What follows belongs to an exercise in optimizing a design on an open flow for small area, a short achievable clock period and few clock cycles per item; a production flow would make more cautious choices.
Function was checked by simulation only, so behaviour that the tests miss may differ from the original.

==> flow/design.v <==
module fv_round (
    input  wire               sign,
    input  wire signed [11:0] exp,
    input  wire [26:0]        man,
    input  wire               sticky,
    output wire [31:0]        res
);
    wire        ovf = (exp > 12'sd254);
    wire        sub = (exp < 12'sd1);
    wire [11:0] shamt = 12'd1 - exp;
    wire [5:0]  sh = (!sub) ? 6'd0 : ((shamt > 12'd27) ? 6'd27 : shamt[5:0]);
    wire [53:0] ext = {man, 27'b0} >> sh;
    wire [26:0] mm = ext[53:27];
    wire        st = sticky | (|ext[26:0]);
    wire [7:0]  ef = sub ? 8'd0 : (man[26] ? exp[7:0] : 8'd0);
    wire        lsb = mm[3];
    wire        g = mm[2];
    wire        rs = mm[1] | mm[0] | st;
    wire        inc = g & (rs | lsb);
    wire [30:0] rnd = {ef, mm[25:3]} + {30'b0, inc};
    assign res = ovf ? {sign, 8'hFF, 23'b0} : {sign, rnd};
endmodule
module fv_fadd (
    input  wire [31:0] a,
    input  wire [31:0] b,
    output reg  [31:0] y
);
    wire       nan_a = (a[30:23] == 8'hFF) && (a[22:0] != 0);
    wire       nan_b = (b[30:23] == 8'hFF) && (b[22:0] != 0);
    wire       inf_a = (a[30:23] == 8'hFF) && (a[22:0] == 0);
    wire       inf_b = (b[30:23] == 8'hFF) && (b[22:0] == 0);
    wire       swap = (b[30:0] > a[30:0]);
    wire [31:0] x = swap ? b : a;
    wire [31:0] z = swap ? a : b;
    wire [7:0]  ex = (x[30:23] == 0) ? 8'd1 : x[30:23];
    wire [7:0]  ez = (z[30:23] == 0) ? 8'd1 : z[30:23];
    wire [23:0] mx = {x[30:23] != 0, x[22:0]};
    wire [23:0] mz = {z[30:23] != 0, z[22:0]};
    wire [7:0]  d = ex - ez;
    wire [4:0]  dd = (d > 8'd27) ? 5'd27 : d[4:0];
    wire [53:0] bs = {mz, 3'b0, 27'b0} >> dd;
    wire [26:0] am = {mx, 3'b0};
    wire [26:0] bm = {bs[53:28], bs[27] | (|bs[26:0])};
    wire        eff_sub = x[31] ^ z[31];
    wire [27:0] sum = eff_sub ? ({1'b0, am} - {1'b0, bm}) : ({1'b0, am} + {1'b0, bm});
    reg  [4:0]  lz;
    integer     i;
    always @* begin
        lz = 5'd27;
        for (i = 0; i < 27; i = i + 1)
            if (sum[i]) lz = 5'd26 - i[4:0];
    end
    wire [7:0]  lim = ex - 8'd1;
    wire [4:0]  nsh = ({3'b0, lz} > lim) ? lim[4:0] : lz;
    wire [26:0] mn = sum[26:0] << nsh;
    reg  signed [11:0] e_r;
    reg  [26:0]        m_r;
    reg                st_r;
    always @* begin
        if (sum[27]) begin
            e_r  = {4'b0, ex} + 12'sd1;
            m_r  = sum[27:1];
            st_r = sum[0];
        end else begin
            e_r  = {4'b0, ex} - {7'b0, nsh};
            m_r  = mn;
            st_r = 1'b0;
        end
    end
    wire [31:0] r;
    fv_round u_rnd (.sign(x[31]), .exp(e_r), .man(m_r), .sticky(st_r), .res(r));
    always @* begin
        if (nan_a || nan_b || (inf_a && inf_b && (a[31] != b[31])))
            y = 32'h7FC00000;
        else if (inf_a)
            y = a;
        else if (inf_b)
            y = b;
        else if (sum == 0)
            y = {eff_sub ? 1'b0 : x[31], 31'b0};
        else
            y = r;
    end
endmodule
module fv_fmul (
    input  wire [31:0] a,
    input  wire [31:0] b,
    output reg  [31:0] y
);
    wire       nan_a  = (a[30:23] == 8'hFF) && (a[22:0] != 0);
    wire       nan_b  = (b[30:23] == 8'hFF) && (b[22:0] != 0);
    wire       inf_a  = (a[30:23] == 8'hFF) && (a[22:0] == 0);
    wire       inf_b  = (b[30:23] == 8'hFF) && (b[22:0] == 0);
    wire       zero_a = (a[30:0] == 0);
    wire       zero_b = (b[30:0] == 0);
    wire       s = a[31] ^ b[31];
    wire [7:0]  ea = (a[30:23] == 0) ? 8'd1 : a[30:23];
    wire [7:0]  eb = (b[30:23] == 0) ? 8'd1 : b[30:23];
    wire [23:0] ma = {a[30:23] != 0, a[22:0]};
    wire [23:0] mb = {b[30:23] != 0, b[22:0]};
    wire [47:0] p = ma * mb;
    reg  [5:0]  lz;
    integer     i;
    always @* begin
        lz = 6'd48;
        for (i = 0; i < 48; i = i + 1)
            if (p[i]) lz = 6'd47 - i[5:0];
    end
    wire [47:0]        pn = p << lz;
    wire signed [11:0] e = {4'b0, ea} + {4'b0, eb} - 12'sd126 - {6'b0, lz};
    wire [31:0] r;
    fv_round u_rnd (.sign(s), .exp(e), .man(pn[47:21]), .sticky(|pn[20:0]), .res(r));
    always @* begin
        if (nan_a || nan_b || (inf_a && zero_b) || (inf_b && zero_a))
            y = 32'h7FC00000;
        else if (inf_a || inf_b)
            y = {s, 8'hFF, 23'b0};
        else if (zero_a || zero_b)
            y = {s, 31'b0};
        else
            y = r;
    end
endmodule
module fv_fdiv (
    input  wire        clk,
    input  wire        rst,
    input  wire        start,
    input  wire [31:0] a,
    input  wire [31:0] b,
    output reg         done,
    output wire [31:0] y
);
    wire       nan_a  = (a[30:23] == 8'hFF) && (a[22:0] != 0);
    wire       nan_b  = (b[30:23] == 8'hFF) && (b[22:0] != 0);
    wire       inf_a  = (a[30:23] == 8'hFF) && (a[22:0] == 0);
    wire       inf_b  = (b[30:23] == 8'hFF) && (b[22:0] == 0);
    wire       zero_a = (a[30:0] == 0);
    wire       zero_b = (b[30:0] == 0);
    wire       s = a[31] ^ b[31];
    wire [7:0]  ea = (a[30:23] == 0) ? 8'd1 : a[30:23];
    wire [7:0]  eb = (b[30:23] == 0) ? 8'd1 : b[30:23];
    wire [23:0] ma = {a[30:23] != 0, a[22:0]};
    wire [23:0] mb = {b[30:23] != 0, b[22:0]};
    reg  [4:0]  lza, lzb;
    integer     i;
    always @* begin
        lza = 5'd0;
        lzb = 5'd0;
        for (i = 0; i < 24; i = i + 1) begin
            if (ma[i]) lza = 5'd23 - i[4:0];
            if (mb[i]) lzb = 5'd23 - i[4:0];
        end
    end
    wire [23:0] na = ma << lza;
    wire [23:0] nb = mb << lzb;
    wire signed [11:0] e0 = {4'b0, ea} - {7'b0, lza} - {4'b0, eb} + {7'b0, lzb} + 12'sd126;
    reg         busy;
    reg  [4:0]  cnt;
    reg  [25:0] rem;
    reg  [23:0] dv;
    reg  [27:0] q;
    reg  signed [11:0] e_q;
    reg         sgn;
    reg         special;
    reg  [31:0] spec_val;
    wire [25:0] diff = rem - {2'b0, dv};
    wire        ge = (rem >= {2'b0, dv});
    wire [31:0] r;
    wire signed [11:0] e_f = q[27] ? (e_q + 12'sd1) : e_q;
    wire [26:0] m_f = q[27] ? q[27:1] : q[26:0];
    wire        st_f = (q[27] & q[0]) | (rem != 0);
    fv_round u_rnd (.sign(sgn), .exp(e_f), .man(m_f), .sticky(st_f), .res(r));
    always @(posedge clk) begin
        done <= 1'b0;
        if (rst) begin
            busy <= 1'b0;
        end else if (start) begin
            busy    <= 1'b1;
            cnt     <= 5'd27;
            rem     <= {2'b0, na};
            dv      <= nb;
            q       <= 28'b0;
            e_q     <= e0;
            sgn     <= s;
            special <= 1'b1;
            if (nan_a || nan_b || (zero_a && zero_b) || (inf_a && inf_b))
                spec_val <= 32'h7FC00000;
            else if (inf_a || zero_b)
                spec_val <= {s, 8'hFF, 23'b0};
            else if (zero_a || inf_b)
                spec_val <= {s, 31'b0};
            else
                special <= 1'b0;
        end else if (busy) begin
            q   <= {q[26:0], ge};
            rem <= ge ? {diff[24:0], 1'b0} : {rem[24:0], 1'b0};
            if (cnt == 0) begin
                busy <= 1'b0;
                done <= 1'b1;
            end else begin
                cnt <= cnt - 5'd1;
            end
        end
    end
    assign y = special ? spec_val : r;
endmodule
module fv_flt (
    input  wire [31:0] a,
    input  wire [31:0] b,
    output wire        lt
);
    wire nan_a = (a[30:23] == 8'hFF) && (a[22:0] != 0);
    wire nan_b = (b[30:23] == 8'hFF) && (b[22:0] != 0);
    wire both_zero = (a[30:0] == 0) && (b[30:0] == 0);
    wire mag_lt = (a[30:0] < b[30:0]);
    wire mag_gt = (a[30:0] > b[30:0]);
    wire ord = (a[31] != b[31]) ? a[31] : (a[31] ? mag_gt : mag_lt);
    assign lt = !nan_a && !nan_b && !both_zero && ord;
endmodule
module fivier_modunit (
    input  wire        clk,
    input  wire        rst,
    input  wire        start,
    input  wire [1:0]  cmd,
    input  wire [31:0] opa,
    input  wire [31:0] opb,
    input  wire [31:0] opc,
    input  wire [31:0] opd,
    input  wire [31:0] ope,
    output wire        ready,
    output reg         done,
    output reg  [31:0] res0,
    output reg  [31:0] res1,
    output reg         fault
);
    localparam [31:0] F_ONE    = 32'h3F800000;
    localparam [31:0] F_MONE   = 32'hBF800000;
    localparam [31:0] F_ZERO   = 32'h00000000;
    localparam [31:0] F_TAU    = 32'h40C90FDB;
    localparam [31:0] F_SRATE  = 32'h472C4400;
    localparam [1:0] C_REMAP = 2'd0, C_PANLIN = 2'd1, C_CLIP = 2'd2, C_INC = 2'd3;
    localparam [3:0] S_IDLE    = 4'd0,
                     S_T1      = 4'd1,
                     S_T2      = 4'd2,
                     S_T4      = 4'd3,
                     S_DIVGO   = 4'd4,
                     S_DIVWAIT = 4'd5,
                     S_MUL     = 4'd6,
                     S_ADD     = 4'd7,
                     S_PAN     = 4'd8,
                     S_INCMUL  = 4'd9,
                     S_CLIP    = 4'd10,
                     S_DROP    = 4'd11;
    reg [3:0]  state;
    reg [1:0]  cmd_r;
    reg [31:0] d0, d1, r0, r1, xv;
    reg [31:0] t1, t2, t3, t4, t5;
    assign ready = (state == S_IDLE);
    wire lt_lo, gt_hi;
    fv_flt u_lt_lo (.a(opa), .b(F_MONE), .lt(lt_lo));
    fv_flt u_gt_hi (.a(F_ONE), .b(opa), .lt(gt_hi));
    wire [31:0] bal = lt_lo ? F_MONE : (gt_hi ? F_ONE : opa);
    wire [31:0] neg_t = {~d0[31], d0[30:0]};
    wire t_nan = (d0[30:23] == 8'hFF) && (d0[22:0] != 0);
    wire t_neg, x_lo, x_hi;
    fv_flt u_tneg (.a(d0), .b(F_ZERO), .lt(t_neg));
    fv_flt u_xlo  (.a(xv), .b(neg_t), .lt(x_lo));
    fv_flt u_xhi  (.a(d0), .b(xv), .lt(x_hi));
    wire [31:0] clip_val = x_lo ? neg_t : (x_hi ? d0 : xv);
    reg  [31:0] add_a, add_b;
    wire [31:0] add_y;
    always @* begin
        case (state)
            S_T1:    begin add_a = xv;    add_b = {~d0[31], d0[30:0]}; end
            S_T2:    begin add_a = d1;    add_b = {~d0[31], d0[30:0]}; end
            S_T4:    begin add_a = r1;    add_b = {~r0[31], r0[30:0]}; end
            S_ADD:   begin add_a = t5;    add_b = r0; end
            default: begin add_a = F_ONE; add_b = {~t5[31], t5[30:0]}; end
        endcase
    end
    fv_fadd u_add (.a(add_a), .b(add_b), .y(add_y));
    wire [31:0] mul_a = (state == S_INCMUL) ? F_TAU : t3;
    wire [31:0] mul_b = (state == S_INCMUL) ? xv : t4;
    wire [31:0] mul_y;
    fv_fmul u_mul (.a(mul_a), .b(mul_b), .y(mul_y));
    wire [31:0] div_a = (cmd_r == C_INC) ? t5 : t1;
    wire [31:0] div_b = (cmd_r == C_INC) ? F_SRATE : t2;
    wire        div_done;
    wire [31:0] div_y;
    fv_fdiv u_div (.clk(clk), .rst(rst), .start(state == S_DIVGO),
                   .a(div_a), .b(div_b), .done(div_done), .y(div_y));
    always @(posedge clk) begin
        if (rst) begin
            state <= S_IDLE;
            done  <= 1'b0;
            res0  <= 32'b0;
            res1  <= 32'b0;
            fault <= 1'b0;
        end else begin
            done <= 1'b0;
            case (state)
                S_IDLE: begin
                    if (start) begin
                        cmd_r <= cmd;
                        if (fault) begin
                            state <= S_DROP;
                        end else begin
                            case (cmd)
                                C_REMAP: begin
                                    d0 <= opa; d1 <= opb; r0 <= opc; r1 <= opd; xv <= ope;
                                    state <= S_T1;
                                end
                                C_PANLIN: begin
                                    d0 <= F_MONE; d1 <= F_ONE; r0 <= F_ZERO; r1 <= F_ONE; xv <= bal;
                                    state <= S_T1;
                                end
                                C_CLIP: begin
                                    d0 <= opa; xv <= opb;
                                    state <= S_CLIP;
                                end
                                default: begin
                                    xv <= opa;
                                    state <= S_INCMUL;
                                end
                            endcase
                        end
                    end
                end
                S_T1: begin
                    t1 <= add_y;
                    state <= S_T2;
                end
                S_T2: begin
                    t2 <= add_y;
                    state <= S_T4;
                end
                S_T4: begin
                    t4 <= add_y;
                    state <= S_DIVGO;
                end
                S_DIVGO: begin
                    state <= S_DIVWAIT;
                end
                S_DIVWAIT: begin
                    if (div_done) begin
                        if (cmd_r == C_INC) begin
                            res0  <= div_y;
                            done  <= 1'b1;
                            state <= S_IDLE;
                        end else begin
                            t3    <= div_y;
                            state <= S_MUL;
                        end
                    end
                end
                S_MUL: begin
                    t5 <= mul_y;
                    state <= S_ADD;
                end
                S_ADD: begin
                    if (cmd_r == C_PANLIN) begin
                        t5    <= add_y;
                        state <= S_PAN;
                    end else begin
                        res0  <= add_y;
                        done  <= 1'b1;
                        state <= S_IDLE;
                    end
                end
                S_PAN: begin
                    res0  <= add_y;
                    res1  <= t5;
                    done  <= 1'b1;
                    state <= S_IDLE;
                end
                S_INCMUL: begin
                    t5    <= mul_y;
                    state <= S_DIVGO;
                end
                S_CLIP: begin
                    if (t_nan || t_neg)
                        fault <= 1'b1;
                    else
                        res0 <= clip_val;
                    done  <= 1'b1;
                    state <= S_IDLE;
                end
                default: begin
                    done  <= 1'b1;
                    state <= S_IDLE;
                end
            endcase
        end
    end
endmodule
==> flow/run.sh <==
#!/bin/bash
# synth_recipe.tcl (not shown) runs the flow's synth.tcl, then flattens the netlist and writes it again
# the make line also repeats each setting of config.mk as NAME=value (left out here)
make -C /OpenROAD-flow-scripts/flow DESIGN_CONFIG=/design/flow/config.mk WORK_HOME=/design/flow/orfs CLKGATE_MAP_FILE= SYNTH_SCRIPT=/design/flow/synth_recipe.tcl finish
==> flow/config.mk <==
export PLATFORM = sky130hd
export DESIGN_NAME = fivier_modunit
export DESIGN_NICKNAME = fivier_modunit
export VERILOG_FILES = /design/flow/design.v
export SDC_FILE = /design/flow/constraint.sdc
export NUM_CORES = 4
export LEC_CHECK = 0
export CAP_MARGIN = 20
export CORE_MARGIN = 2
export CORE_UTILIZATION = 40
export SLEW_MARGIN = 20
==> flow/constraint.sdc <==
create_clock -name core_clock -period 24.0 [get_ports {clk}]
set_input_delay 4.8000 -clock core_clock [delete_from_list [all_inputs] [get_ports {clk}]]
set_output_delay 4.8000 -clock core_clock [all_outputs]
set_load 0.01 [all_outputs]
==> results.json <==
{
  "post-route-drc-count": 0,
  "wirelength_mm": 357,
  "outcome": "timing/DRC/antenna clean",
  "max_freq_mhz": 44.3,
  "period_minus_slack_ns": 22.59,
  "drt-initial-drc-count": 9298,
  "ys_seq_area_share_pct": 19.7,
  "netlist_instances": 9032,
  "die_w_um": 428,
  "cp_slowest_cell": "dfxtp_1",
  "post_drt_wl_per_cell_um": 30.9,
  "ys.flop_type": "edfxtp_1",
  "io_buffers": 231,
  "grt_pass1_wl_mm": 512,
  "setup_tns_ns": 0,
  "detail-route-antenna-nets": 0,
  "first_global_vias": 71400,
  "first_pass_iters": 8,
  "cts_buffers": 55,
  "path_clk_slew_ns": 0.08,
  "fin_cells": 11600,
  "root_buffer": "clkbuf_16",
  "endpoint_kind": "flip-flop",
  "syn_area_per_cell_um2": 7.95,
  "synth_cell_types": 135,
  "drive_gt1_share_pct": 7.68,
  "cts_max_level": 2,
  "fin_crit_sh_pct": 94.1,
  "holdBufCountCts": 0,
  "place_congestion": 1.06,
  "crit_required_ns": 24.40,
  "synth_edf_count": 422,
  "crit_fanout": 33,
  "tightest_slew_ns": 1.20,
  "finalMaxSlewViolations": 0,
  "path_common_cell": "nand2_1",
  "num_rows": 155,
  "netlist_area_um2": 71800,
  "critPathTopFamily": "compound AO/OA/AOI/OAI gates",
  "cp-start-kind": "flip-flop",
  "synth_nets": 10100,
  "core_um2": 178000,
  "grt_antenna_before_repair": 21,
  "crit_type": "reg -> reg",
  "clockBufferDepth": 3,
  "yosysWarnings": 4,
  "hp-class": "reg -> reg",
  "grt_usage_pct": 38.2,
  "overflow": 0,
  "cap_violations": 0,
  "ys_ff_latch": 494,
  "vias": 74200,
  "relSlewSlack_pct": 19.3,
  "setup_viol": 0,
  "via_per_inst": 6.42,
  "fill_cells": 18000,
  "cp.buffers_inverters": 7,
  "hpwl_mm": 287,
  "clock_latency_ns": 0.74,
  "finClkSkew_ns": 0.0768,
  "dieArea_um2": 183000,
  "cts_tree": "done",
  "worstPathArrival_ns": 22.99,
  "rsz0062_at_grt": "no",
  "ys_async_sr_fraction_pct": 0,
  "grt_max_degree": 93,
  "syn2layout_area_growth_pct": 11.2,
  "cts_sinks": 494,
  "post_cts_buffers": 0,
  "max_stage_delay_ns": 0.74,
  "layout.nets": 10200,
  "die_y_um": 428,
  "place_inst": 11400,
  "hold_viol": 0,
  "start_util_pct": 40.2,
  "io_pins": 232
}
[path summary, 6_finish.rpt]
path	startpoint	to	slack, ns	cells after the start
worst min register to register	res1[11]	res1[11]	0.46	2
worst max-delay path	state[3]	t1[26]	1.41	86
worst min-delay path	res1[11]	res1[11]	0.46	2
worst max register to register	state[3]	t1[26]	1.41	86
[kinds of logic (layout without fill, tap and decap cells)]
kind of cell,after synthesis,count (layout),share of synthesized area (%)
flops,494,494,19.7
mux,390,390,5.79
fa+ha+maj,874,874,20.4
simple gates,3460,3460,23.2
compound gates,2240,2240,21.1
xor+xnor,200,200,2.44
other cells,1,15,0.00523
buf+inv,1373,1526,7.36
[synth_stat cells (all sizes together) (26+ instances only)]
cell / instances / area [µm²]
nor2b: 104 / 651
a2111oi: 35 / 364
o21bai: 43 / 323
and2: 147 / 920
nand4: 106 / 669
nor3: 279 / 1420
and3: 277 / 1730
o221ai: 35 / 313
a21o: 114 / 856
inv: 840 / 3150
a32oi: 26 / 254
xnor2: 140 / 1230
buf: 82 / 439
o21ai: 410 / 2060
a22oi: 108 / 811
o22ai: 94 / 588
dfxtp: 72 / 1440
a221oi: 42 / 387
a31oi: 80 / 500
a311oi: 30 / 282
o21a: 31 / 234
mux2: 40 / 450
nand3: 206 / 1040
edfxtp: 422 / 12700
a21oi: 573 / 2910
clkbuf: 441 / 1660
mux2i: 335 / 3370
fa: 493 / 9870
or3: 54 / 343
nor4: 128 / 847
nor2: 1068 / 4030
o211ai: 99 / 757
nand2: 822 / 3090
ha: 380 / 4750
o31ai: 55 / 418
or2: 57 / 359
xor2: 60 / 526
nand2b: 108 / 676
a211oi: 174 / 1350
[layout by cell type (no fill, tap or decap), drive strengths merged, types with 55 or more instances in the layout]
master	n
buf	347
or2	57
nand2	822
a21oi	573
nor3	279
and2	147
ha	380
o21ai	410
nand3	206
mux2i	335
and3	277
a21o	114
nor2	1068
o22ai	94
xnor2	140
a31oi	80
o211ai	99
nor2b	104
edfxtp	422
nor4	128
fa	493
a22oi	108
o31ai	55
clkbuf	58
nand4	106
xor2	60
clkdlybuf4s50	228
inv	843
dfxtp	72
a211oi	174
nand2b	108
[metrics by stage]
| stage | cell area [µm²] | setup WS (ns) | util, % | hold slack (ns) |
|---|---|---|---|---|
| finish | 79800 | 1.41 | 44.7 | 0.459 |
| global route | 79800 | 0.105 | 44.7 | 0.482 |
| CTS | 79700 | 1.53 | 44.7 | 0.459 |
| detailed placement | 77800 | 1.58 | 43.6 | 0.450 |
| global placement | 77800 | 1.67 | 43.6 | 0.446 |
| floorplan | 71800 | 2.60 | - | 0.446 |
[cell type report]
class / count / area [µm²] / area share [%]
flip-flops and latches: 494 / 14100 / 17.7
inverters: 850 / 3190 / 4.00
multi-input cells: 7165 / 52700 / 66.0
clock inverters: 43 / 566 / 0.708
well taps: 2355 / 2950 / 3.69
repair buffers: 576 / 4910 / 6.15
clock buffers: 57 / 1380 / 1.73
diodes: 14 / 35.0 / 0.0439
[routing by layer]
metal  wire [µm]  global-route usage (%)  share of wire [%]  vias to the layer above
met2      158000                    60.4                 44                     4078
li1            -                       -                  -                    32500
met3       29500                    6.13                8.3                      903
met4       27400                    23.4                7.7                       12
met1      142000                    49.0                 40                    36600
met5          79                       0              0.022                        -
[tightest hold or removal path: stages (launching register included)]
cell	delay [ns]
dfxtp_1	0.31
nand2_1	0.05
a21oi_1	0.05
[repair_timing]
item                                   4_1_cts  5_1_grt
gates resized for setup                      0        4
endpoints found under the hold margin        0        0
setup endpoints to repair                    0      130
Testbench counts, summed over its fixed seeds: cycles 59,761, items 1,920.

## static timing again, ports no longer ideal
The results above use ideal ports. As a check the final layout listed here was re-extracted and re-timed, cells and wires unchanged. Step 1 (the two cells are an assumption about what drives the block):
set clk [get_ports {clk}]
set_driving_cell -lib_cell sky130_fd_sc_hd__clkbuf_16 $clk
set_driving_cell -lib_cell sky130_fd_sc_hd__buf_2 [delete_from_list [all_inputs] $clk]
Step 2, shift: input delay + t, output delay - t, t = (earliest + latest rising clock arrival at the registers) / 2. This alone moves slack from input paths to output paths. Slacks: ideal ports / drivers / drivers and shift; pairs: ideal ports / drivers.
t (ns): 0.777
slack for setup (ns): 1.411 / 1.411 / 1.411
worst setup path after step 2: register to register
latest minus earliest clock arrival (ns): 0.077 / 0.077
worst register clock-pin slew, ns: 0.09 / 0.09
After both steps this run still meets setup and hold. The setup slack of this run moves by 0.000 ns with the drivers and by 0.000 ns with both steps.
